Context: an optimization exercise on an open-source flow, tuned for small area, a short achievable clock period and few clock cycles per item. The choices shown serve that exercise and are no tape-out recipe. Function was checked by simulation only, so behaviour that the tests miss may differ from the original. No activity file was given, so power comes from the tool's default toggle rates.

$ cat flow/config.mk
export PLATFORM = sky130hd
export DESIGN_NAME = wfb_timing
export DESIGN_NICKNAME = wfb_timing
export VERILOG_FILES = /design/flow/design.v
export SDC_FILE = /design/flow/constraint.sdc
export NUM_CORES = 4
export LEC_CHECK = 0
export CAP_MARGIN = 20
export CORE_MARGIN = 2
export CORE_UTILIZATION = 50
export SETUP_SLACK_MARGIN = 2.0
export SLEW_MARGIN = 20
export SYNTH_MEMORY_MAX_BITS = 16384
$ cat flow/constraint.sdc
create_clock -name core_clock -period 11.0 [get_ports {clk}]
set_input_delay 2.2000 -clock core_clock [delete_from_list [all_inputs] [get_ports {clk}]]
set_output_delay 2.2000 -clock core_clock [all_outputs]
set_load 0.01 [all_outputs]
$ cat flow/design.v
module wfb_div3 #(parameter W = 30) (
    input  wire [W-1:0] u,
    output reg  [W-1:0] q,
    output wire [1:0]   r
);
    function [1:0] m3add;
        input [1:0] a, b;
        case ({a, b})
            4'b00_00: m3add = 2'd0; 4'b00_01: m3add = 2'd1; 4'b00_10: m3add = 2'd2;
            4'b01_00: m3add = 2'd1; 4'b01_01: m3add = 2'd2; 4'b01_10: m3add = 2'd0;
            4'b10_00: m3add = 2'd2; 4'b10_01: m3add = 2'd0; 4'b10_10: m3add = 2'd1;
            default:  m3add = 2'd0;
        endcase
    endfunction
    function [1:0] m3neg;
        input [1:0] a;
        m3neg = {a[0], a[1]};
    endfunction
    localparam L = 5;    
    reg [1:0] p [0:W-1];
    reg [1:0] rr [0:W];
    integer k, l, j;
    always @* begin
        for (k = 0; k < W; k = k + 1) begin
            j = W - 1 - k;
            p[k] = u[j] ? ((j % 2 == 0) ? 2'd1 : 2'd2) : 2'd0;
        end
        for (l = 0; l < L; l = l + 1)
            for (k = W - 1; k >= 0; k = k - 1)
                if ((k >> l) & 1)
                    p[k] = m3add(p[k], p[((k >> l) << l) - 1]);
        rr[W] = 2'd0;
        for (k = 0; k < W; k = k + 1) begin
            j = W - 1 - k;
            rr[j] = (j % 2 == 0) ? p[k] : m3neg(p[k]);
        end
        for (j = 0; j < W; j = j + 1)
            q[j] = (rr[j+1] == 2'd2) || (rr[j+1] == 2'd1 && u[j]);
    end
    assign r = rr[0];
endmodule
module wfb_timing (
    input  wire        clk,
    input  wire        rst,         
    input  wire        cmd_valid,
    output wire        cmd_ready,
    input  wire [31:0] cmd,
    input  wire [31:0] a0,
    output reg         rsp_valid,
    output wire [31:0] rsp_status,
    output wire [63:0] rsp_r0,
    output wire [63:0] rsp_r1,
    output wire [63:0] rsp_r2,
    output wire [63:0] rsp_r3
);
    localparam [7:0] F_UNKNOWN_MCS     = 8'h01;
    localparam [7:0] F_BAD_BANDWIDTH   = 8'h03;
    localparam [7:0] F_BAD_FRAME_CODE  = 8'h04;
    localparam [7:0] F_ILLEGAL_COMMAND = 8'h05;
    localparam [7:0] F_NOT_CONFIGURED  = 8'h06;
    localparam [7:0] F_ILLEGAL_CONFIG  = 8'h07;
    localparam [7:0] E_OPERAND_RANGE   = 8'h08;
    localparam [7:0] OP_CFG_WR      = 8'h01;
    localparam [7:0] OP_CFG_RD      = 8'h02;
    localparam [7:0] OP_MCS_INFO    = 8'h10;
    localparam [7:0] OP_BLOCK_PLAN  = 8'h11;
    localparam [7:0] OP_TIMING_INIT = 8'h40;
    localparam [7:0] OP_DATA_RATE   = 8'h41;
    localparam [7:0] OP_BLOCK_TIME  = 8'h42;
    localparam [7:0] OP_BURST_TIME  = 8'h43;
    localparam [7:0] OP_NR_SYMBOLS  = 8'h44;
    localparam [7:0] OP_NR_BYTES    = 8'h45;
    localparam [2:0] F_IDLE = 3'd0, F_MUL = 3'd1, F_WAIT = 3'd2, F_TINIT = 3'd3, F_TKEY = 3'd4,
                     F_CNT = 3'd5;
    localparam [1:0] K_BURST = 2'd0, K_BT = 2'd1, K_DR = 2'd2, K_RD = 2'd3;
    localparam [1:0] E_IDLE = 2'd0, E_KEY = 2'd1, E_TINIT = 2'd2, E_BG = 2'd3;
    reg [31:0] cfg_bw;
    reg [15:0] cfg_fft, cfg_gnum, cfg_gden;
    reg [7:0]  cfg_fc;
    reg        tv, halted;
    reg [7:0]  cerr, fcause;
    reg [50:0] r0;
    reg [29:0] r1;
    reg [28:0] r2;
    reg [34:0] r3;
    wire [31:0] status = {8'd0, fcause, cerr, 6'd0, tv, halted};
    assign rsp_status = status;
    assign rsp_r3 = {29'd0, r3};
    reg [10:0] t_fft;
    reg [15:0] t_gnum, t_gden;
    reg [2:0]  t_fc;
    reg [2:0]  t_key;
    reg        key_v, key_bad;
    reg [2:0]  key_idx;
    reg [18:0] y0_r;            
    reg [32:0] fs_r;            
    reg [14:0] w_r;             
    reg [18:0] kc_r;            
    reg [45:0] p_r;
    reg [34:0] y_r;             
    reg [27:0] gf_r;            
    reg [84:0] mhat;
    reg [20:0] ts_r;            
    reg [61:0] zq;
    reg [18:0] spf_r;
    reg [9:0]  psps_r;
    reg [24:0] spacing_r;
    reg [19:0] tb_r, tg_r;
    reg [11:0] ps_r;
    reg        mh_v, zq_v, sp_v, tb_v, tg_v, ps_v;
    function [9:0] bps_of;    
        input [2:0] m;
        case (m)
            3'd0: bps_of = 10'd96;  3'd1: bps_of = 10'd192; 3'd2: bps_of = 10'd288;
            3'd3: bps_of = 10'd384; 3'd4: bps_of = 10'd576; 3'd5: bps_of = 10'd768;
            default: bps_of = 10'd864;
        endcase
    endfunction
    function [6:0] pb_of;
        input [2:0] m;
        case (m)
            3'd0: pb_of = 7'd12; 3'd1: pb_of = 7'd24; 3'd2: pb_of = 7'd36; 3'd3: pb_of = 7'd48;
            3'd4: pb_of = 7'd72; 3'd5: pb_of = 7'd96; default: pb_of = 7'd108;
        endcase
    endfunction
    function [7:0] cb_of;
        input [2:0] m;
        case (m)
            3'd0: cb_of = 8'd24; 3'd1, 3'd2: cb_of = 8'd48; 3'd3, 3'd4: cb_of = 8'd96;
            default: cb_of = 8'd144;
        endcase
    endfunction
    function [2:0] bits_of;
        input [2:0] m;
        case (m)
            3'd0: bits_of = 3'd1; 3'd1, 3'd2: bits_of = 3'd2; 3'd3, 3'd4: bits_of = 3'd4;
            default: bits_of = 3'd6;
        endcase
    endfunction
    function [15:0] rate_of;
        input [2:0] m;
        case (m)
            3'd0, 3'd1, 3'd3: rate_of = 16'h0102;
            3'd5: rate_of = 16'h0203;
            default: rate_of = 16'h0304;
        endcase
    endfunction
    function [8:0] sn_of;
        input [2:0] i;
        case (i)
            3'd0: sn_of = 9'd8;   3'd1: sn_of = 9'd86;  3'd2: sn_of = 9'd144;
            3'd3: sn_of = 9'd316; default: sn_of = 9'd57;
        endcase
    endfunction
    function [8:0] sd_of;
        input [2:0] i;
        case (i)
            3'd0: sd_of = 9'd7;   3'd1: sd_of = 9'd75;  3'd2: sd_of = 9'd125;
            3'd3: sd_of = 9'd275; default: sd_of = 9'd50;
        endcase
    endfunction
    function [6:0] fk_of;       
        input [2:0] i;
        case (i)
            3'd0: fk_of = 7'd50; 3'd1: fk_of = 7'd43; 3'd2: fk_of = 7'd36;
            3'd3: fk_of = 7'd79; default: fk_of = 7'd57;
        endcase
    endfunction
    function [9:0] tf_of;       
        input [2:0] c;
        case (c)
            3'd0: tf_of = 10'd100; 3'd1: tf_of = 10'd160; 3'd2: tf_of = 10'd200;
            3'd3: tf_of = 10'd320; 3'd4: tf_of = 10'd400; 3'd5: tf_of = 10'd500;
            default: tf_of = 10'd800;
        endcase
    endfunction
    function [24:0] ft_of;      
        input [2:0] c;
        case (c)
            3'd0: ft_of = 25'd2500000;  3'd1: ft_of = 25'd4000000;  3'd2: ft_of = 25'd5000000;
            3'd3: ft_of = 25'd8000000;  3'd4: ft_of = 25'd10000000; 3'd5: ft_of = 25'd12500000;
            default: ft_of = 25'd20000000;
        endcase
    endfunction
    wire [7:0] c_opc = cmd[31:24];
    wire [2:0] c_mcs = cmd[18:16];
    wire [7:0] c_reg = cmd[7:0];
    wire       c_rsv_ok = (cmd[23:19] == 5'd0) && (cmd[15:8] == 8'd0);
    wire       c_reg_rw = (c_reg <= 8'h04);
    wire       c_reg_ok = c_reg_rw || (c_reg == 8'h10) || (c_reg == 8'h11) ||
                          (c_reg >= 8'h20 && c_reg <= 8'h2A);
    wire       c_class_m = (c_opc == OP_MCS_INFO) || (c_opc == OP_BLOCK_PLAN) ||
                           (c_opc >= OP_DATA_RATE && c_opc <= OP_NR_BYTES);
    wire       c_timing = (c_opc >= OP_DATA_RATE && c_opc <= OP_NR_BYTES);
    reg        c_legal;
    always @* begin
        c_legal = 1'b0;
        if (c_rsv_ok) begin
            if (c_class_m)
                c_legal = (c_reg == 8'd0);
            else if (c_opc == OP_CFG_WR)
                c_legal = (c_mcs == 3'd0) && c_reg_rw;
            else if (c_opc == OP_CFG_RD)
                c_legal = (c_mcs == 3'd0) && c_reg_ok;
            else if (c_opc == OP_TIMING_INIT)
                c_legal = (c_mcs == 3'd0) && (c_reg == 8'd0);
        end
    end
    reg c_wr_fits;
    always @* begin
        case (c_reg)
            8'h00:   c_wr_fits = 1'b1;
            8'h04:   c_wr_fits = (a0[31:8] == 24'd0);
            default: c_wr_fits = (a0[31:16] == 16'd0);
        endcase
    end
    wire cfg_bad = (cfg_bw == 32'd0) || (cfg_fft < 16'd256) || (cfg_fft > 16'd1024) ||
                   (cfg_gden == 16'd0) || (cfg_gnum > cfg_gden);
    reg [2:0]  fs;
    reg [1:0]  wkind;
    reg [7:0]  opc_q;
    reg [2:0]  mcs_q;
    reg [7:0]  reg_q;
    reg [1:0]  ci;              
    reg        first_chunk;
    reg [93:0] acc;             
    reg [1:0]  nl_r;            
    reg [45:0] eacc;            
    reg [29:0] cq, cq2;         
    reg [4:0]  c_r;             
    reg [4:0]  c_low;           
    reg        c_nz;            
    reg        c_t;             
    reg [2:0]  c_mcs3;          
    reg        c_st2;           
    reg        om_ns, om_nb, om_3, om_pad;
    assign cmd_ready = (fs == F_IDLE);
    wire accept = cmd_valid && (fs == F_IDLE);
    wire idle = (fs == F_IDLE);
    wire [2:0]  mcs_c = idle ? c_mcs : mcs_q;
    function [2:0] sha_of;
        input [2:0] m;
        case (m)
            3'd0, 3'd2, 3'd6: sha_of = 3'd2;
            3'd1, 3'd4:       sha_of = 3'd3;
            3'd3:             sha_of = 3'd4;
            default:          sha_of = 3'd5;
        endcase
    endfunction
    function [1:0] shb_of;
        input [2:0] m;
        case (m)
            3'd2, 3'd4: shb_of = 2'd2;
            3'd6:       shb_of = 2'd3;
            default:    shb_of = 2'd1;
        endcase
    endfunction
    wire [31:0] bb  = a0;
    wire [29:0] uu  = bb >> sha_of(c_mcs);
    reg  [4:0]  ulow;
    always @* begin
        case (sha_of(c_mcs))
            3'd2:    ulow = {3'd0, bb[1:0]};
            3'd3:    ulow = {2'd0, bb[2:0]};
            3'd4:    ulow = {1'd0, bb[3:0]};
            default: ulow = bb[4:0];
        endcase
    end
    wire [29:0] d1;
    wire [1:0]  rm1;
    wfb_div3 #(.W(30)) u_d1 (.u(uu), .q(d1), .r(rm1));
    wire [29:0] x1, x2;
    wire [1:0]  rx1, rx2;
    wfb_div3 #(.W(30)) u_x1 (.u(cq), .q(x1), .r(rx1));
    wfb_div3 #(.W(30)) u_x2 (.u(x1), .q(x2), .r(rx2));
    function [6:0] pad_of;
        input [2:0] m;
        input [4:0] um;      
        input [4:0] lo;      
        input       nz;
        reg   [6:0] bmod;
        begin
            case (sha_of(m))
                3'd2:    bmod = {um, lo[1:0]};
                3'd3:    bmod = {um[3:0], lo[2:0]};
                3'd4:    bmod = {um[2:0], lo[3:0]};
                default: bmod = {um[1:0], lo[4:0]};
            endcase
            pad_of = nz ? pb_of(m) - bmod : 7'd0;
        end
    endfunction
    wire       nz_a   = (ulow != 5'd0) || (rm1 != 2'd0);
    wire [4:0] um_s1  = c_r + {2'd0, rx1, 1'b0} + {3'd0, rx1};                        
    wire [4:0] um_s1b = um_s1 + {rx2, 3'd0} + {3'd0, rx2};                          
    wire       nz_s1  = c_nz || (rx1 != 2'd0);
    wire       nz_s1b = nz_s1 || (rx2 != 2'd0);
    wire [6:0] pad_o   = pad_of(c_mcs3, c_r, c_low, c_nz);
    wire        cm_x2  = (c_mcs3 == 3'd0) || (c_mcs3 == 3'd1) || (c_mcs3 == 3'd3);
    wire [29:0] q2sel  = cm_x2 ? cq : (c_mcs3 == 3'd5) ? {1'b0, cq[29:1]} : cq2;
    wire [1:0]  corr   = c_nz ? 2'd2 : cm_x2 ? 2'd0 : (c_mcs3 == 3'd5) ? {1'b0, cq[0]} : {1'b0, !c_t};
    wire [28:0] nb_o   = cq[28:0] + {28'd0, c_nz};
    wire [29:0] ns_o   = cq + q2sel + {28'd0, corr};
    reg  [50:0] acc_r0;
    always @* begin
        case (nl_r)
            2'd0:    acc_r0 = {21'd0, acc[93:64]};
            2'd1:    acc_r0 = {13'd0, acc[93:56]};
            2'd2:    acc_r0 = {5'd0, acc[93:48]};
            default: acc_r0 = acc[90:40];
        endcase
    end
    wire [50:0] burst_o = acc_r0 + 51'd3;
    assign rsp_r0 = om_ns ? {34'd0, ns_o} : om_3 ? {13'd0, burst_o} : {13'd0, r0};
    assign rsp_r1 = om_nb ? {35'd0, nb_o} : {34'd0, r1};
    assign rsp_r2 = om_pad ? {54'd0, pad_o, 3'd0} : {35'd0, r2};
    reg [36:0] nb3;
    always @* begin
        case (shb_of(c_mcs))
            2'd1:    nb3 = {5'd0, a0} + {4'd0, a0, 1'b0};
            2'd2:    nb3 = {5'd0, a0} + {2'd0, a0, 3'b0};
            default: nb3 = {1'b0, a0, 4'd0} + {2'd0, a0, 3'b0} + {4'd0, a0, 1'b0} + {5'd0, a0};
        endcase
    end
    wire [38:0] nbytes_c = {2'd0, nb3} << sha_of(c_mcs);
    wire [2:0] mcs_s = mcs_c;
    wire [7:0] reg_s = idle ? c_reg : reg_q;
    reg  [1:0] dr_mul;    
    reg  [1:0] dr_sh;
    always @* begin
        case (mcs_s)
            3'd0: begin dr_mul = 2'd0; dr_sh = 2'd0; end
            3'd1: begin dr_mul = 2'd0; dr_sh = 2'd1; end
            3'd2: begin dr_mul = 2'd1; dr_sh = 2'd0; end
            3'd3: begin dr_mul = 2'd0; dr_sh = 2'd2; end
            3'd4: begin dr_mul = 2'd1; dr_sh = 2'd1; end
            3'd5: begin dr_mul = 2'd0; dr_sh = 2'd3; end
            default: begin dr_mul = 2'd2; dr_sh = 2'd0; end
        endcase
    end
    wire [65:0] zq_m = {4'd0, zq} + ((dr_mul == 2'd1) ? {3'd0, zq, 1'b0} :
                                     (dr_mul == 2'd2) ? {1'b0, zq, 3'b0} : 66'd0);
    wire [68:0] zq_s = {3'd0, zq_m} << dr_sh;
    wire [33:0] dr_val = zq_s[64:31];
    wire [86:0] mh3 = {2'd0, mhat} + {1'b0, mhat, 1'b0};
    wire [22:0] bt43_q;
    wire [1:0]  bt43_r;
    wfb_div3 #(.W(23)) u_bt (.u(mhat[84:62]), .q(bt43_q), .r(bt43_r));
    reg  [21:0] bt_val;
    always @* begin
        case (mcs_s)
            3'd0, 3'd1, 3'd3: bt_val = mhat[84:63];
            3'd5:             bt_val = mh3[86:65];
            default:          bt_val = bt43_q[21:0];
        endcase
    end
    reg [32:0] rd_val;
    reg        rd_ok;     
    always @* begin
        rd_ok = 1'b1;
        case (reg_s)
            8'h20:   rd_val = {24'd0, sn_of(t_key)};
            8'h21:   rd_val = {24'd0, sd_of(t_key)};
            8'h22:   rd_val = fs_r;
            8'h23:   begin rd_val = {8'd0, spacing_r}; rd_ok = sp_v; end
            8'h24:   begin rd_val = {13'd0, tb_r}; rd_ok = tb_v; end
            8'h25:   begin rd_val = {13'd0, tg_r}; rd_ok = tg_v; end
            8'h26:   rd_val = {12'd0, ts_r};
            8'h27:   begin rd_val = {21'd0, ps_r}; rd_ok = ps_v; end
            8'h28:   rd_val = {23'd0, psps_r};
            8'h29:   rd_val = {8'd0, ft_of(t_fc)};
            default: rd_val = {14'd0, spf_r};
        endcase
    end
    reg [31:0] rd_simple;
    always @* begin
        case (c_reg)
            8'h00:   rd_simple = cfg_bw;
            8'h01:   rd_simple = {16'd0, cfg_fft};
            8'h02:   rd_simple = {16'd0, cfg_gnum};
            8'h03:   rd_simple = {16'd0, cfg_gden};
            8'h04:   rd_simple = {24'd0, cfg_fc};
            8'h10:   rd_simple = status;
            default: rd_simple = 32'd0;
        endcase
    end
    wire rd_derived = (c_reg[7:4] == 4'h2);
    reg  [7:0]  eng_a;
    reg  [84:0] eng_b;
    reg         eng_acc;     
    wire        fe_mul = (fs == F_MUL) && !first_chunk;
    wire [29:0] ns_m   = r1;
    wire [1:0]  ci_m   = ci;
    wire [7:0]  chunk0 = r1[7:0];
    wire [1:0]  nl_m   = (ns_m[29:24] != 6'd0) ? 2'd3 : (ns_m[23:16] != 8'd0) ? 2'd2 :
                         (ns_m[15:8] != 8'd0) ? 2'd1 : 2'd0;
    reg  [7:0]  ns_chunk;
    always @* begin
        case (ci_m)
            2'd0:    ns_chunk = chunk0;
            2'd1:    ns_chunk = r1[15:8];       
            2'd2:    ns_chunk = r1[23:16];
            default: ns_chunk = {2'd0, r1[29:24]};
        endcase
    end
    wire        m_last = (ci_m == nl_m);
    wire [7:0]  mul_a = fe_mul ? ns_chunk : eng_a;
    wire [84:0] mul_b = fe_mul ? mhat : eng_b;
    wire [93:0] mul_acc = fe_mul ? ((ci == 2'd0) ? 94'd0 : {8'd0, acc[93:8]}) :
                                   (eng_acc ? {40'd0, eacc, 8'd0} : 94'd0);
    wire [93:0] mul_sum = mul_acc + mul_a * mul_b;
    reg  [34:0] drem;
    reg  [87:0] dq;
    reg  [34:0] dd;
    reg  [36:0] dd3;
    reg  [4:0]  dcnt;
    reg  [34:0] dr_n [0:2];
    reg  [87:0] dq_n [0:2];
    reg  [37:0] dt, ds1, ds2, ds3;
    integer s;
    always @* begin
        dr_n[0] = drem;
        dq_n[0] = dq;
        for (s = 0; s < 2; s = s + 1) begin
            dt  = {1'b0, dr_n[s], dq_n[s][87:86]};
            ds1 = dt - {3'd0, dd};
            ds2 = dt - {2'd0, dd, 1'b0};
            ds3 = dt - {1'b0, dd3};
            if (!ds3[37])      begin dr_n[s+1] = ds3[34:0]; dq_n[s+1] = {dq_n[s][85:0], 2'd3}; end
            else if (!ds2[37]) begin dr_n[s+1] = ds2[34:0]; dq_n[s+1] = {dq_n[s][85:0], 2'd2}; end
            else if (!ds1[37]) begin dr_n[s+1] = ds1[34:0]; dq_n[s+1] = {dq_n[s][85:0], 2'd1}; end
            else               begin dr_n[s+1] = dt[34:0];  dq_n[s+1] = {dq_n[s][85:0], 2'd0}; end
        end
    end
    wire ddone = (dcnt == 5'd0);
    wire dlast = (dcnt == 5'd1);
    reg        dload;
    reg [34:0] dl_rem, dl_d;
    reg [87:0] dl_q;
    reg [4:0]  dl_cnt;
    reg  [15:0] pr_rem;
    reg  [11:0] pr_q;
    reg  [2:0]  pr_cnt;
    reg  [16:0] pt1, pt2, pd1, pd2;
    reg  [15:0] pr1;
    always @* begin
        pt1 = {pr_rem, pr_q[11]};
        pd1 = pt1 - {1'b0, t_gden};
        pr1 = pd1[16] ? pt1[15:0] : pd1[15:0];
        pt2 = {pr1, pr_q[10]};
        pd2 = pt2 - {1'b0, t_gden};
    end
    wire [14:0] wq = dq[14:0];
    wire [5:0]  s7a = wq[2:0] + wq[5:3] + wq[8:6] + wq[11:9] + wq[14:12];
    wire [3:0]  s7b = s7a[2:0] + s7a[5:3];
    wire        dv7 = (s7b == 4'd0) || (s7b == 4'd7);
    wire [4:0]  s3a = wq[1:0] + wq[3:2] + wq[5:4] + wq[7:6] + wq[9:8] + wq[11:10] + wq[13:12] + wq[14];
    wire [2:0]  s3b = s3a[1:0] + s3a[3:2] + s3a[4];
    wire        dv3 = (s3b == 3'd0) || (s3b == 3'd3) || (s3b == 3'd6);
    wire [5:0]  s5a = wq[3:0] + wq[7:4] + wq[11:8] + wq[14:12];
    wire [4:0]  s5b = s5a[3:0] + s5a[5:4];
    wire        dv5 = (s5b == 5'd0) || (s5b == 5'd5) || (s5b == 5'd10) || (s5b == 5'd15);
    wire [6:0]  s11 = {2'd0, wq[4:0]} + {2'd0, wq[14:10]} + 7'd33 - {2'd0, wq[9:5]};
    wire        dv11 = (s11 == 7'd11) || (s11 == 7'd22) || (s11 == 7'd33) || (s11 == 7'd44) ||
                       (s11 == 7'd55) || (s11 == 7'd66) || (s11 == 7'd77) || (s11 == 7'd88);
    wire        bw_250k = (cfg_bw[3:0] == 4'd0) && (drem == 35'd0);
    reg [1:0] es, es_nx;
    reg [4:0] est, est_nx;
    reg  [16:0] t_gs;           
    wire [34:0] y_m1 = y_r - 35'd1;
    wire [27:0] gf_m1 = gf_r - 28'd1;
    wire [9:0] tf_c = tf_of(t_fc);
    wire tinit_go;
    wire cfgwr_ok;
    wire cfgwr_bw;
    reg        sa_whi, sa_wlo, sa_fhi, sa_flo, sa_ghi, sa_glo, sa_thi, sa_tlo;
    reg  [7:0] ea_k;
    reg        sb_kc, sb_gs, sb_y0, sb_y, sb_gf, sb_fft, sb_gnum, sb_p;
    reg        eacc_r;
    always @* begin
        eng_a = ({8{sa_whi}} & {1'b0, w_r[14:8]}) | ({8{sa_wlo}} & w_r[7:0]) |
                ({8{sa_fhi}} & {5'd0, t_fft[10:8]}) | ({8{sa_flo}} & t_fft[7:0]) |
                ({8{sa_ghi}} & t_gden[15:8]) | ({8{sa_glo}} & t_gden[7:0]) |
                ({8{sa_thi}} & {6'd0, tf_c[9:8]}) | ({8{sa_tlo}} & tf_c[7:0]) | ea_k;
        eng_b = ({85{sb_kc}} & {66'd0, kc_r}) | ({85{sb_gs}} & {68'd0, t_gs}) |
                ({85{sb_y0}} & {66'd0, y0_r}) | ({85{sb_y}} & {50'd0, y_r}) |
                ({85{sb_gf}} & {57'd0, gf_r}) | ({85{sb_fft}} & {74'd0, t_fft}) |
                ({85{sb_gnum}} & {69'd0, t_gnum}) | ({85{sb_p}} & {39'd0, p_r});
        eng_acc = eacc_r;
    end
    always @* begin
        dload = 1'b0; dl_rem = 35'd0; dl_q = 88'd0; dl_d = 35'd0; dl_cnt = 5'd0;
        case (es)
            E_KEY: if (est == 5'd0) begin     
                dload = 1'b1; dl_rem = {23'd0, cfg_bw[31:20]}; dl_q = {cfg_bw[19:4], 72'd0};
                dl_d = 35'd15625; dl_cnt = 5'd4;
            end
            E_TINIT: begin
                if (est == 5'd6) begin           
                    dload = 1'b1; dl_rem = {10'd0, mul_sum[44:20]}; dl_q = {mul_sum[19:0], 68'd0};
                    dl_d = {7'd0, gf_r}; dl_cnt = 5'd5;
                end
                if (est == 5'd11 && dlast) begin  
                    dload = 1'b1; dl_rem = {14'd0, p_r[41:21]}; dl_q = {p_r[20:0], 32'd0, y_m1};
                    dl_d = y_r; dl_cnt = 5'd22;
                end
            end
            E_BG: case (est)
                5'd3: begin                       
                    dload = 1'b1; dl_rem = {15'd0, p_r[45:26]}; dl_q = {p_r[25:0], 14'd0, gf_m1, 20'd0};
                    dl_d = {7'd0, gf_r}; dl_cnt = 5'd17;
                end
                5'd5: begin                       
                    dload = 1'b1; dl_rem = {30'd0, fs_r[32:28]}; dl_q = {fs_r[27:0], 60'd0};
                    dl_d = {24'd0, t_fft}; dl_cnt = 5'd7;
                end
                5'd9: begin                       
                    dload = 1'b1; dl_rem = {30'd0, p_r[21:17]}; dl_q = {p_r[16:0], 3'd0, 68'd0};
                    dl_d = {16'd0, y0_r}; dl_cnt = 5'd5;
                end
                5'd15: begin                      
                    dload = 1'b1; dl_rem = {13'd0, p_r[38:17]}; dl_q = {p_r[16:0], 3'd0, 68'd0};
                    dl_d = y_r; dl_cnt = 5'd5;
                end
                5'd17: begin                      
                    dload = 1'b1; dl_rem = 35'd24; dl_q = {12'h6A0, 76'd0};
                    dl_d = {16'd0, y0_r}; dl_cnt = 5'd3;
                end
                default: ;
            endcase
            default: ;
        endcase
    end
    reg        e_adv;
    always @* begin
        e_adv = 1'b0;
        case (es)
            E_KEY:   e_adv = (est == 5'd1) ? ddone : 1'b1;
            E_TINIT: e_adv = (est == 5'd11) ? dlast : 1'b1;
            E_BG: case (est)
                5'd0, 5'd4, 5'd6, 5'd10, 5'd16, 5'd18: e_adv = ddone;
                5'd1, 5'd2, 5'd7, 5'd8, 5'd11, 5'd12, 5'd13, 5'd14: e_adv = !fe_mul;
                default: e_adv = 1'b1;
            endcase
            default: e_adv = 1'b0;
        endcase
    end
    always @* begin
        es_nx = es; est_nx = est;
        if (e_adv) est_nx = est + 5'd1;
        if (es == E_BG && fe_mul && (est == 5'd2 || est == 5'd8 || est == 5'd12 || est == 5'd14))
            est_nx = est - 5'd1;
        if (cfgwr_bw) begin
            es_nx = E_KEY; est_nx = 5'd0;
        end else if (cfgwr_ok && es == E_BG) begin
            es_nx = E_IDLE; est_nx = 5'd0;
        end else if (tinit_go) begin
            es_nx = E_TINIT; est_nx = 5'd1;
        end else begin
            case (es)
                E_KEY:   if (est == 5'd3) es_nx = E_IDLE;
                E_TINIT: if (est == 5'd18) begin es_nx = E_BG; est_nx = 5'd0; end
                E_BG:    if (est == 5'd18 && ddone) es_nx = E_IDLE;
                default: ;
            endcase
        end
    end
    always @(posedge clk) begin
        if (rst) begin
            es <= E_IDLE; est <= 5'd0;
        end else begin
            es <= es_nx; est <= est_nx;
        end
        {sa_whi, sa_wlo, sa_fhi, sa_flo, sa_ghi, sa_glo, sa_thi, sa_tlo} <= 8'd0;
        {sb_kc, sb_gs, sb_y0, sb_y, sb_gf, sb_fft, sb_gnum, sb_p} <= 8'd0;
        ea_k <= 8'd0;
        eacc_r <= 1'b0;
        case (es_nx)
            E_KEY: case (est_nx)
                5'd2:    begin sa_whi <= 1'b1; sb_kc <= 1'b1; end
                default: begin sa_wlo <= 1'b1; sb_kc <= 1'b1; eacc_r <= 1'b1; end
            endcase
            E_TINIT: case (est_nx)
                5'd1:  begin sa_fhi <= 1'b1; sb_gs <= 1'b1; end
                5'd2:  begin sa_flo <= 1'b1; sb_gs <= 1'b1; eacc_r <= 1'b1; end
                5'd3:  begin sa_ghi <= 1'b1; sb_y0 <= 1'b1; end
                5'd4:  begin sa_glo <= 1'b1; sb_y0 <= 1'b1; eacc_r <= 1'b1; end
                5'd5:  begin sa_thi <= 1'b1; sb_y <= 1'b1; end
                5'd6:  begin sa_tlo <= 1'b1; sb_y <= 1'b1; eacc_r <= 1'b1; end
                5'd7:  begin ea_k <= 8'd12; sb_gf <= 1'b1; end         
                5'd8:  begin ea_k <= 8'd53; sb_gf <= 1'b1; eacc_r <= 1'b1; end
                5'd9:  begin ea_k <= 8'd2; sb_y0 <= 1'b1; end          
                default: begin ea_k <= 8'd113; sb_y0 <= 1'b1; eacc_r <= 1'b1; end
            endcase
            E_BG: case (est_nx)
                5'd1:  begin ea_k <= 8'd7; sb_y <= 1'b1; end           
                5'd2:  begin ea_k <= 8'd83; sb_y <= 1'b1; eacc_r <= 1'b1; end
                5'd7:  begin ea_k <= 8'd12; sb_fft <= 1'b1; end
                5'd8:  begin ea_k <= 8'd53; sb_fft <= 1'b1; eacc_r <= 1'b1; end
                5'd11: begin sa_fhi <= 1'b1; sb_gnum <= 1'b1; end
                5'd12: begin sa_flo <= 1'b1; sb_gnum <= 1'b1; eacc_r <= 1'b1; end
                5'd13: begin ea_k <= 8'd12; sb_p <= 1'b1; end
                default: begin ea_k <= 8'd53; sb_p <= 1'b1; eacc_r <= 1'b1; end
            endcase
            default: ;
        endcase
    end
    wire tinit_resp = (es == E_TINIT) && (est == 5'd18);
    always @(posedge clk) begin
        if (rst) begin
            key_v <= 1'b0; key_bad <= 1'b0; key_idx <= 3'd0; y0_r <= 19'd0;
            fs_r <= 33'd0; w_r <= 15'd0; kc_r <= 19'd0;
            p_r <= 46'd0; y_r <= 35'd0; gf_r <= 28'd0;
            mhat <= 85'd0; zq <= 62'd0; spf_r <= 19'd0; psps_r <= 10'd0; spacing_r <= 25'd0;
            tb_r <= 20'd0; tg_r <= 20'd0; ps_r <= 12'd0;
            mh_v <= 1'b0; zq_v <= 1'b0; sp_v <= 1'b0; tb_v <= 1'b0; tg_v <= 1'b0; ps_v <= 1'b0;
            drem <= 35'd0; dq <= 88'd0; dd <= 35'd0; dd3 <= 37'd0; dcnt <= 5'd0;
            pr_rem <= 16'd0; pr_q <= 12'd0; pr_cnt <= 3'd0; ts_r <= 21'd0;
        end else begin
            if (dload) begin
                drem <= dl_rem; dq <= dl_q; dd <= dl_d; dcnt <= dl_cnt;
                dd3 <= {2'd0, dl_d} + {1'b0, dl_d, 1'b0};
            end else if (!ddone) begin
                drem <= dr_n[2]; dq <= dq_n[2]; dcnt <= dcnt - 5'd1;
            end
            if (pr_cnt != 3'd0) begin
                pr_rem <= pd2[16] ? pt2[15:0] : pd2[15:0];
                pr_q   <= {pr_q[9:0], ~pd1[16], ~pd2[16]};
                pr_cnt <= pr_cnt - 3'd1;
            end
            if (cfgwr_bw) begin
                key_v <= 1'b0; dcnt <= 5'd0;
            end else if (cfgwr_ok && es == E_BG) begin
                dcnt <= 5'd0;
            end else if (tinit_go) begin
                dcnt <= 5'd0;
                mh_v <= 1'b0; zq_v <= 1'b0; sp_v <= 1'b0; tb_v <= 1'b0; tg_v <= 1'b0; ps_v <= 1'b0;
            end else begin
                case (es)
                E_KEY: case (est)
                    5'd1: if (ddone) begin
                        key_bad <= 1'b0;
                        if (!bw_250k) key_bad <= 1'b1;
                        if (dv7)                  begin key_idx <= 3'd0; w_r <= wq;               kc_r <= 19'd224702; end
                        else if (!wq[0] && dv3)   begin key_idx <= 3'd1; w_r <= {1'b0, wq[14:1]}; kc_r <= 19'd174777; end
                        else if (dv5)             begin key_idx <= 3'd2; w_r <= wq;               kc_r <= 19'd314580; end
                        else if (dv11)            begin key_idx <= 3'd3; w_r <= wq;               kc_r <= 19'd333645; end
                        else if (wq[2:0] == 3'd0) begin key_idx <= 3'd4; w_r <= {3'd0, wq[14:3]}; kc_r <= 19'd57; end
                        else key_bad <= 1'b1;
                    end
                    5'd3: begin
                        y0_r <= mul_sum[18:0];
                        key_v <= 1'b1;
                    end
                    default: ;
                endcase
                E_TINIT: case (est)
                    5'd2: gf_r <= mul_sum[27:0];
                    5'd4: y_r <= mul_sum[34:0];
                    5'd3: begin pr_rem <= gf_r[27:12]; pr_q <= gf_r[11:0]; pr_cnt <= 3'd6; end
                    5'd8: p_r <= mul_sum[45:0];
                    5'd10: fs_r <= {mul_sum[26:0], 6'd0};
                    5'd11: if (dlast) spf_r <= dq_n[2][18:0];
                    5'd18: begin psps_r <= pr_q[11:2]; ts_r <= dq[20:0]; end
                    default: ;
                endcase
                E_BG: case (est)
                    5'd0:  if (ddone) begin mhat <= dq[84:0]; mh_v <= 1'b1; end
                    5'd2:  if (!fe_mul) p_r <= mul_sum[45:0];
                    5'd4:  if (ddone) begin zq <= dq[61:0]; zq_v <= 1'b1; end
                    5'd6:  if (ddone) begin spacing_r <= dq[24:0]; sp_v <= 1'b1; end
                    5'd8:  if (!fe_mul) p_r <= mul_sum[45:0];
                    5'd10: if (ddone) begin tb_r <= dq[19:0]; tb_v <= 1'b1; end
                    5'd12: if (!fe_mul) p_r <= mul_sum[45:0];
                    5'd14: if (!fe_mul) p_r <= mul_sum[45:0];
                    5'd16: if (ddone) begin tg_r <= dq[19:0]; tg_v <= 1'b1; end
                    5'd18: if (ddone) begin ps_r <= dq[11:0]; ps_v <= 1'b1; end
                    default: ;
                endcase
                default: ;
                endcase
            end
        end
    end
    always @(posedge clk) begin
        if (rst) begin
            acc <= 94'd0; eacc <= 46'd0; nl_r <= 2'd0;
        end else if (fe_mul) begin
            acc <= mul_sum;
            nl_r <= nl_m;
        end else begin
            eacc <= mul_sum[45:0];
        end
    end
    assign cfgwr_ok = accept && !halted && c_legal && (c_opc == OP_CFG_WR) && c_wr_fits;
    assign cfgwr_bw = cfgwr_ok && (c_reg == 8'h00);
    wire   ti_acc   = accept && !halted && c_legal && (c_opc == OP_TIMING_INIT) && !cfg_bad;
    wire   ti_dec   = ti_acc ? key_v : (fs == F_TKEY && key_v);
    assign tinit_go = ti_dec && !key_bad && (cfg_fc <= 8'd6);
    always @(posedge clk) begin
        if (rst) begin
            cfg_bw <= 32'd0; cfg_fft <= 16'd0; cfg_gnum <= 16'd0; cfg_gden <= 16'd0; cfg_fc <= 8'd0;
            t_fft <= 11'd0; t_gnum <= 16'd0; t_gden <= 16'd0; t_fc <= 3'd0; t_key <= 3'd0; t_gs <= 17'd0;
            tv <= 1'b0; halted <= 1'b0; cerr <= 8'd0; fcause <= 8'd0;
            r0 <= 51'd0; r1 <= 30'd0; r2 <= 29'd0; r3 <= 35'd0;
            fs <= F_IDLE; rsp_valid <= 1'b0;
            wkind <= 2'd0; opc_q <= 8'd0; mcs_q <= 3'd0; reg_q <= 8'd0; ci <= 2'd0;
            first_chunk <= 1'b0;
            cq <= 30'd0; cq2 <= 30'd0; c_r <= 5'd0; c_low <= 5'd0; c_nz <= 1'b0; c_t <= 1'b0;
            c_mcs3 <= 3'd0; c_st2 <= 1'b0; om_ns <= 1'b0; om_nb <= 1'b0; om_3 <= 1'b0; om_pad <= 1'b0;
        end else begin
            rsp_valid <= 1'b0;
            if (tinit_go) begin
                t_fft <= cfg_fft[10:0]; t_gnum <= cfg_gnum; t_gden <= cfg_gden;
                t_fc <= cfg_fc[2:0]; t_key <= key_idx;
                t_gs <= {1'b0, cfg_gnum} + {1'b0, cfg_gden};
            end
            case (fs)
            F_IDLE: if (accept) begin
                opc_q <= c_opc;
                mcs_q <= c_mcs;
                reg_q <= c_reg;
                if (halted) begin
                    rsp_valid <= 1'b1;
                end else if (!c_legal) begin
                    halted <= 1'b1; fcause <= F_ILLEGAL_COMMAND; cerr <= 8'd0; rsp_valid <= 1'b1;
                end else if (c_class_m && c_mcs == 3'd7) begin
                    halted <= 1'b1; fcause <= F_UNKNOWN_MCS; cerr <= 8'd0; rsp_valid <= 1'b1;
                end else if (c_timing && !tv) begin
                    halted <= 1'b1; fcause <= F_NOT_CONFIGURED; cerr <= 8'd0; rsp_valid <= 1'b1;
                end else begin
                    if (c_opc != OP_TIMING_INIT) begin om_ns <= 1'b0; om_nb <= 1'b0; om_3 <= 1'b0; om_pad <= 1'b0; end
                    case (c_opc)
                    OP_CFG_WR: begin
                        if (!c_wr_fits) begin
                            cerr <= E_OPERAND_RANGE;
                        end else begin
                            case (c_reg)
                                8'h00:   cfg_bw   <= a0;
                                8'h01:   cfg_fft  <= a0[15:0];
                                8'h02:   cfg_gnum <= a0[15:0];
                                8'h03:   cfg_gden <= a0[15:0];
                                default: cfg_fc   <= a0[7:0];
                            endcase
                            tv <= 1'b0;
                            cerr <= 8'd0;
                        end
                        r0 <= 51'd0; r1 <= 30'd0; r2 <= 29'd0; r3 <= 35'd0;
                        rsp_valid <= 1'b1;
                    end
                    OP_CFG_RD: begin
                        r1 <= 30'd0; r2 <= 29'd0; r3 <= 35'd0;
                        if (rd_derived && tv && !rd_ok) begin
                            wkind <= K_RD; fs <= F_WAIT;
                        end else begin
                            r0 <= rd_derived ? (tv ? {18'd0, rd_val} : 51'd0) : {19'd0, rd_simple};
                            cerr <= 8'd0;
                            rsp_valid <= 1'b1;
                        end
                    end
                    OP_MCS_INFO: begin
                        r0 <= {48'd0, bits_of(c_mcs)};
                        r1 <= {14'd0, rate_of(c_mcs)};
                        r2 <= {22'd0, pb_of(c_mcs)};
                        r3 <= {27'd0, cb_of(c_mcs)};
                        cerr <= 8'd0; rsp_valid <= 1'b1;
                    end
                    OP_BLOCK_PLAN, OP_NR_SYMBOLS, OP_BURST_TIME: begin
                        cq <= d1;
                        c_r <= {3'd0, rm1};
                        c_low <= ulow;
                        c_nz <= nz_a;
                        c_mcs3 <= c_mcs;
                        c_st2 <= (c_mcs == 3'd6);
                        first_chunk <= 1'b1;
                        om_ns <= 1'b0; om_nb <= 1'b0; om_3 <= 1'b0; om_pad <= 1'b0;
                        r0 <= (c_opc == OP_BLOCK_PLAN) ? {41'd0, pb_of(c_mcs), 3'd0} : 51'd0;
                        r1 <= 30'd0;
                        r2 <= 29'd0;
                        r3 <= (c_opc == OP_BLOCK_PLAN) ? {a0, 3'd0} : 35'd0;
                        if (shb_of(c_mcs) != 2'd1) begin
                            fs <= F_CNT;
                        end else if (c_opc == OP_BURST_TIME) begin
                            if (mh_v) fs <= F_MUL;
                            else begin wkind <= K_BURST; fs <= F_WAIT; end
                        end else begin
                            om_nb <= 1'b1;
                            om_ns <= (c_opc == OP_NR_SYMBOLS);
                            om_pad <= (c_opc == OP_BLOCK_PLAN);
                            cerr <= 8'd0; rsp_valid <= 1'b1;
                        end
                    end
                    OP_NR_BYTES: begin
                        r0 <= {12'd0, nbytes_c};
                        r1 <= 30'd0; r2 <= 29'd0; r3 <= 35'd0;
                        cerr <= 8'd0; rsp_valid <= 1'b1;
                    end
                    OP_DATA_RATE: begin
                        r1 <= {20'd0, bps_of(c_mcs)}; r2 <= 29'd0; r3 <= 35'd0;
                        if (zq_v) begin
                            r0 <= {17'd0, dr_val}; cerr <= 8'd0; rsp_valid <= 1'b1;
                        end else begin
                            wkind <= K_DR; fs <= F_WAIT;
                        end
                    end
                    OP_BLOCK_TIME: begin
                        r1 <= 30'd0; r2 <= 29'd0; r3 <= 35'd0;
                        if (mh_v) begin
                            r0 <= {29'd0, bt_val}; cerr <= 8'd0; rsp_valid <= 1'b1;
                        end else begin
                            wkind <= K_BT; fs <= F_WAIT;
                        end
                    end
                    default: begin    
                        if (cfg_bad) begin
                            halted <= 1'b1; fcause <= F_ILLEGAL_CONFIG; cerr <= 8'd0; rsp_valid <= 1'b1;
                        end else if (!key_v) begin
                            fs <= F_TKEY;
                        end else if (key_bad) begin
                            halted <= 1'b1; fcause <= F_BAD_BANDWIDTH; cerr <= 8'd0; rsp_valid <= 1'b1;
                        end else if (cfg_fc > 8'd6) begin
                            halted <= 1'b1; fcause <= F_BAD_FRAME_CODE; cerr <= 8'd0; rsp_valid <= 1'b1;
                        end else begin
                            fs <= F_TINIT;
                        end
                    end
                    endcase
                end
            end
            F_CNT: begin
                if (c_st2) begin                   
                    cq <= x2;
                    c_r <= um_s1b;
                    c_nz <= nz_s1b;
                    c_st2 <= 1'b0;
                end else begin                     
                    if (shb_of(mcs_q) == 2'd2) begin
                        cq <= x1; cq2 <= x2; c_nz <= nz_s1; c_t <= (rx2 == 2'd0); c_r <= um_s1;
                    end else begin
                        cq2 <= x1; c_t <= (rx1 == 2'd0);
                    end
                    if (opc_q == OP_BURST_TIME) begin
                        if (mh_v) fs <= F_MUL;
                        else begin wkind <= K_BURST; fs <= F_WAIT; end
                    end else begin
                        om_nb <= 1'b1;
                        om_ns <= (opc_q == OP_NR_SYMBOLS);
                        om_pad <= (opc_q == OP_BLOCK_PLAN);
                        cerr <= 8'd0; rsp_valid <= 1'b1;
                        fs <= F_IDLE;
                    end
                end
            end
            F_TKEY: if (key_v) begin
                if (key_bad) begin
                    halted <= 1'b1; fcause <= F_BAD_BANDWIDTH; cerr <= 8'd0; rsp_valid <= 1'b1;
                    fs <= F_IDLE;
                end else if (cfg_fc > 8'd6) begin
                    halted <= 1'b1; fcause <= F_BAD_FRAME_CODE; cerr <= 8'd0; rsp_valid <= 1'b1;
                    fs <= F_IDLE;
                end else begin
                    fs <= F_TINIT;
                end
            end
            F_TINIT: if (tinit_resp) begin
                r0 <= {30'd0, dq[20:0]};
                r1 <= {11'd0, spf_r};
                r2 <= {19'd0, pr_q[11:2]};
                r3 <= {2'd0, fs_r};
                tv <= 1'b1; cerr <= 8'd0; rsp_valid <= 1'b1;
                om_ns <= 1'b0; om_nb <= 1'b0; om_3 <= 1'b0; om_pad <= 1'b0;
                fs <= F_IDLE;
            end
            F_WAIT: case (wkind)
                K_BURST: if (mh_v) fs <= F_MUL;
                K_BT: if (mh_v) begin
                    r0 <= {29'd0, bt_val}; cerr <= 8'd0; rsp_valid <= 1'b1; fs <= F_IDLE;
                end
                K_DR: if (zq_v) begin
                    r0 <= {17'd0, dr_val}; cerr <= 8'd0; rsp_valid <= 1'b1; fs <= F_IDLE;
                end
                default: if (rd_ok) begin
                    r0 <= {18'd0, rd_val}; cerr <= 8'd0; rsp_valid <= 1'b1; fs <= F_IDLE;
                end
            endcase
            F_MUL: begin
                first_chunk <= 1'b0;
                if (first_chunk) begin
                    r1 <= ns_o;
                    r2 <= nb_o;
                    ci <= 2'd0;
                end else if (m_last) begin
                    om_3 <= 1'b1;
                    cerr <= 8'd0; rsp_valid <= 1'b1;
                    fs <= F_IDLE;
                end else begin
                    ci <= ci_m + 2'd1;
                end
            end
            default: fs <= F_IDLE;
            endcase
        end
    end
endmodule
$ cat flow/run.sh
#!/bin/bash
# synth_recipe.tcl (not shown) runs the flow's synth.tcl, then flattens the netlist and writes it again
# the make line also repeats each setting of config.mk as NAME=value (left out here)
make -C /OpenROAD-flow-scripts/flow DESIGN_CONFIG=/design/flow/config.mk WORK_HOME=/design/flow/orfs CLKGATE_MAP_FILE= SYNTH_SCRIPT=/design/flow/synth_recipe.tcl finish
==> qor.yml <==
status:
  status: "finished clean"
drt:
  wl_per_cell_um: 28.68
  remaining_drc_errors: 0
  drt_wl_total_um: 608200
  ant_nets: 0
  via_per_inst: 6.514
  drt_iter0_markers: 19730
  drtPass1Iterations: 12
  via_count: 138100
global_routing:
  grt_max_degree: 188
  antenna_found_initial: 62
  grt_pass1_wl_um: 872300
  gr-total-overflow: 0
  globalRouteTotalUtil: 0.4382
  grt_pass1_vias: 124200
floorplan:
  num_rows: 188
  core-area_mm2: 0.2620
  die_h_um: 517.1
  io_pins: 357
  start_util: 0.5023
  dieArea_mm2: 0.2674
  fp.dieW_um: 517.1
layout:
  final_util: 0.5520
  drive_above_1_share: 0.07333
  final_cells: 21200
  syn_to_final_growth_pct: 9.877
  seqCellArea_mm2: 0.02570
  fillers: 25800
  multi_input_area_mm2: 0.09844
  finish.net_count: 19190
timing:
  hold_viol: 0
  period_share: 0.8038
  slew_viol_final: 0
  rsz0062_at_grt: "false"
  fin_crit_ns: 8.841
  setup_viol: 0
  clock.fmax_ghz: 0.1131
  setup_tns_ns: 0
  tightest_slew_ns: 1.362
  fin_hold_ws_ns: 0.4508
  skew_ns: 0.1275
  slew_headroom: 0.09181
synth:
  ys_warn_count: 9
  synth_area_mm2: 0.1316
  yosysTopAreaCellShare: 0.1948
  ys_seq_elements: 1281
  yosysMostFrequentCell: "nand2_1"
  async_flop_share: 0
  ys_top_cells_by_area: "dfxtp_1 (19%), fa_1 (11%), ha_1 (8.5%), nand2_1 (7.4%), a21oi_1 (6.7%)"
  synth_edf_count: 0
  yosys.area.top_type: "dfxtp_1"
  yosys-top-cells-count: "nand2_1 (2599), nor2_1 (1895), a21oi_1 (1764)"
  syn_avg_cell_area_um2: 7.405
  synth_cells: 17780
  synthDistinctLibCells: 117
  seq_area_frac_synth: 0.1948
  synth_flop_cell: "dfxtp_1"
min_path:
  min_path_type: "reg -> reg"
pwr:
  intPower_mw: 15.45
  seqPwrFrac: 0.175
  p_clk_frac: 0.197
  p_sw_frac: 0.4753
  p_per_area_mw_per_mm2: 203.6
  power_leakage_nw: 58.84
  pwr-share-comb: 0.628
  p_sw_mw: 14.00
  p_total_mw: 29.45
  vdd_drop_max_v: 0.0003805
worst_setup_path:
  worstPathRequired_ns: 11.76
  startpoint_type: "flop"
  cp_slowest_stage_delay_ns: 0.75
  arrival_ns: 9.60
  endpoint_kind: "flop"
  crit_fanout: 23
  critPathSlowestCell: "nand4_1"
  criticalPathCategory: "reg -> reg"
  cp_common_cell: "fa_1"
job:
  cap_violations: 0
clocking:
  tritoncts: "yes"
  cts_sinks: 1281
  cts_hold_buf: 0
  clock_latency_ns: 0.93
  htree_levels: 4
  path_clk_slew_ns: 0.07
  cts_max_path_buffers: 4
  cts_buffers: 163
  cts_root_buffer: "clkbuf_16"
place:
  dp.cells: 20820
  gp_congestion: 1.076
  dp_hpwl_um: 464300
  numPortBuffers: 228
-- cells in the final DEF (no fill, tap or decap), types with 90 or more instances in the layout --
cell type | synthesis | layout
o21ai_0 | 850 | 812
nor3_1 | 296 | 281
mux2i_1 | 310 | 305
a221oi_1 | 140 | 137
nand4_1 | 124 | 124
dfxtp_1 | 1281 | 1249
ha_1 | 894 | 888
a31oi_1 | 113 | 107
nand3_1 | 462 | 455
nand2b_1 | 158 | 157
inv_1 | 1100 | 1097
a22oi_1 | 282 | 282
xnor2_1 | 402 | 395
nor2b_1 | 150 | 148
o22ai_1 | 136 | 136
fa_1 | 696 | 696
a222oi_1 | 124 | 124
xor2_1 | 224 | 217
a211oi_1 | 246 | 237
nand2_1 | 2599 | 2593
o211ai_1 | 141 | 141
mux2_2 | 131 | 131
a21oi_1 | 1764 | 1731
and2_1 | 104 | 102
nor4_1 | 95 | 90
nor2_1 | 1895 | 1873
o21a_1 | 121 | 116
a21o_1 | 344 | 339
clkbuf_16 | 0 | 169
a22o_1 | 114 | 114
conb_1 | 1 | 128
clkdlybuf4s50_1 | 0 | 216
buf_4 | 137 | 446
-- metal layers --
metal,vias up,share of wire,track usage
li1,61890,-,-
met1,65860,0.40,0.5874
met2,8428,0.40,0.6174
met3,1885,0.12,0.1240
met4,50,0.076,0.2701
met5,-,0.00071,0
-- stage by stage --
step / instance area, um2 / worst slack (ns)
final: 144600 / 2.159
after global routing: 144600 / 1.984
after CTS: 143500 / 1.813
after detailed placement: 137400 / 0.5526
after global placement: 137400 / 0.5470
after floorplan: 132100 / 2.405
-- sequential cells by signal, summed over array words and instances (netlist names), 36 cells and up --
name,count
mhat,85
r0,51
dq,88
dd3,36
p_r,46
acc,86
eacc,46
zq,62
-- critical path: cells and delay by family, from the launching register on --
family,cells,cell delay [ns]
flip-flops,1,0.45
buffers and inverters,5,0.67
adder cells (fa/ha/maj),5,2.52
AND/OR/NAND/NOR,5,1.30
AO/OA/AOI/OAI,17,3.66
-- timing repair --
action	4_1_cts	5_1_grt
buffers inserted	18	37
resized for setup	109	173
cloned	2	5
pin swaps	16	48
setup endpoints to repair	119	117
-- worst paths after layout --
check / start / depth (start not counted) / end / slack, ns
worst max-delay path: t_fc[0] / 32 / acc[92] / 2.16
worst max register to register: t_fc[0] / 32 / acc[92] / 2.16
worst min register to register: eacc[43] / 2 / eacc[43] / 0.45
worst min-delay path: eacc[43] / 2 / eacc[43] / 0.45
-- final cells by class --
type	instances	area share
multi-input cells	14260	0.6806
inverters	1107	0.02876
clock inverters	73	0.006523
diodes	29	0.0005017
clock buffers	218	0.03173
well taps	3515	0.03041
flip-flops and latches	1281	0.1777
repair buffers	719	0.04375
-- cells by family (layout without fill, tap and decap cells) --
logic type | after synthesis | count (layout) | synth area share
muxes | 458 | 458 | 0.03721
and+or+nand+nor | 6246 | 6249 | 0.2062
xor gates and xnor gates | 628 | 628 | 0.04190
buffers and inverters | 2364 | 2117 | 0.07203
DFF | 1281 | 1281 | 0.1948
adders and majority gates | 1596 | 1596 | 0.1913
other | 1 | 157 | 0.00002849
AOI/OAI and AO/OA | 5202 | 5202 | 0.2566
-- power by group through the flow --
| stage | Clock, mW | Sequential (mW) | Combinational, mW |
|---|---|---|---|
| 6_report | 5.80 | 5.15 | 18.5 |
| 3_5_place_dp | 0 | 5.23 | 17.2 |
| 2_1_floorplan | 0 | 5.05 | 12.8 |
| 5_1_grt | 5.96 | 5.14 | 20.1 |
| 4_1_cts | 5.79 | 5.13 | 17.5 |
| 3_3_place_gp | 0 | 5.23 | 17.2 |
Testbench counts, summed over its fixed seeds: cycles 9,227, commands 3,168.

==> static timing again, ports no longer ideal <==
The results above use ideal ports. As a check the final layout listed here was re-extracted and re-timed, cells and wires unchanged.
Step 1, drivers: a clkbuf_16 drives clk and a buf_2 each remaining input, both assumed.
Step 2, shift: input delay + t, output delay - t, t = (earliest + latest rising clock arrival at the registers) / 2. This alone moves slack from input paths to output paths.
a / b / c = ideal ports / drivers / drivers and shift; a / b = the first two.
t, ns: 0.980
setup WS [ns]: 2.159 / 2.159 / 1.460
clock arrival spread, ns: 0.129 / 0.129
cell pins on the clock port's net: 1
After both steps setup and hold are still met in this run. For this run, drivers alone change the setup slack by 0.000 ns; drivers and shift together by -0.699 ns.
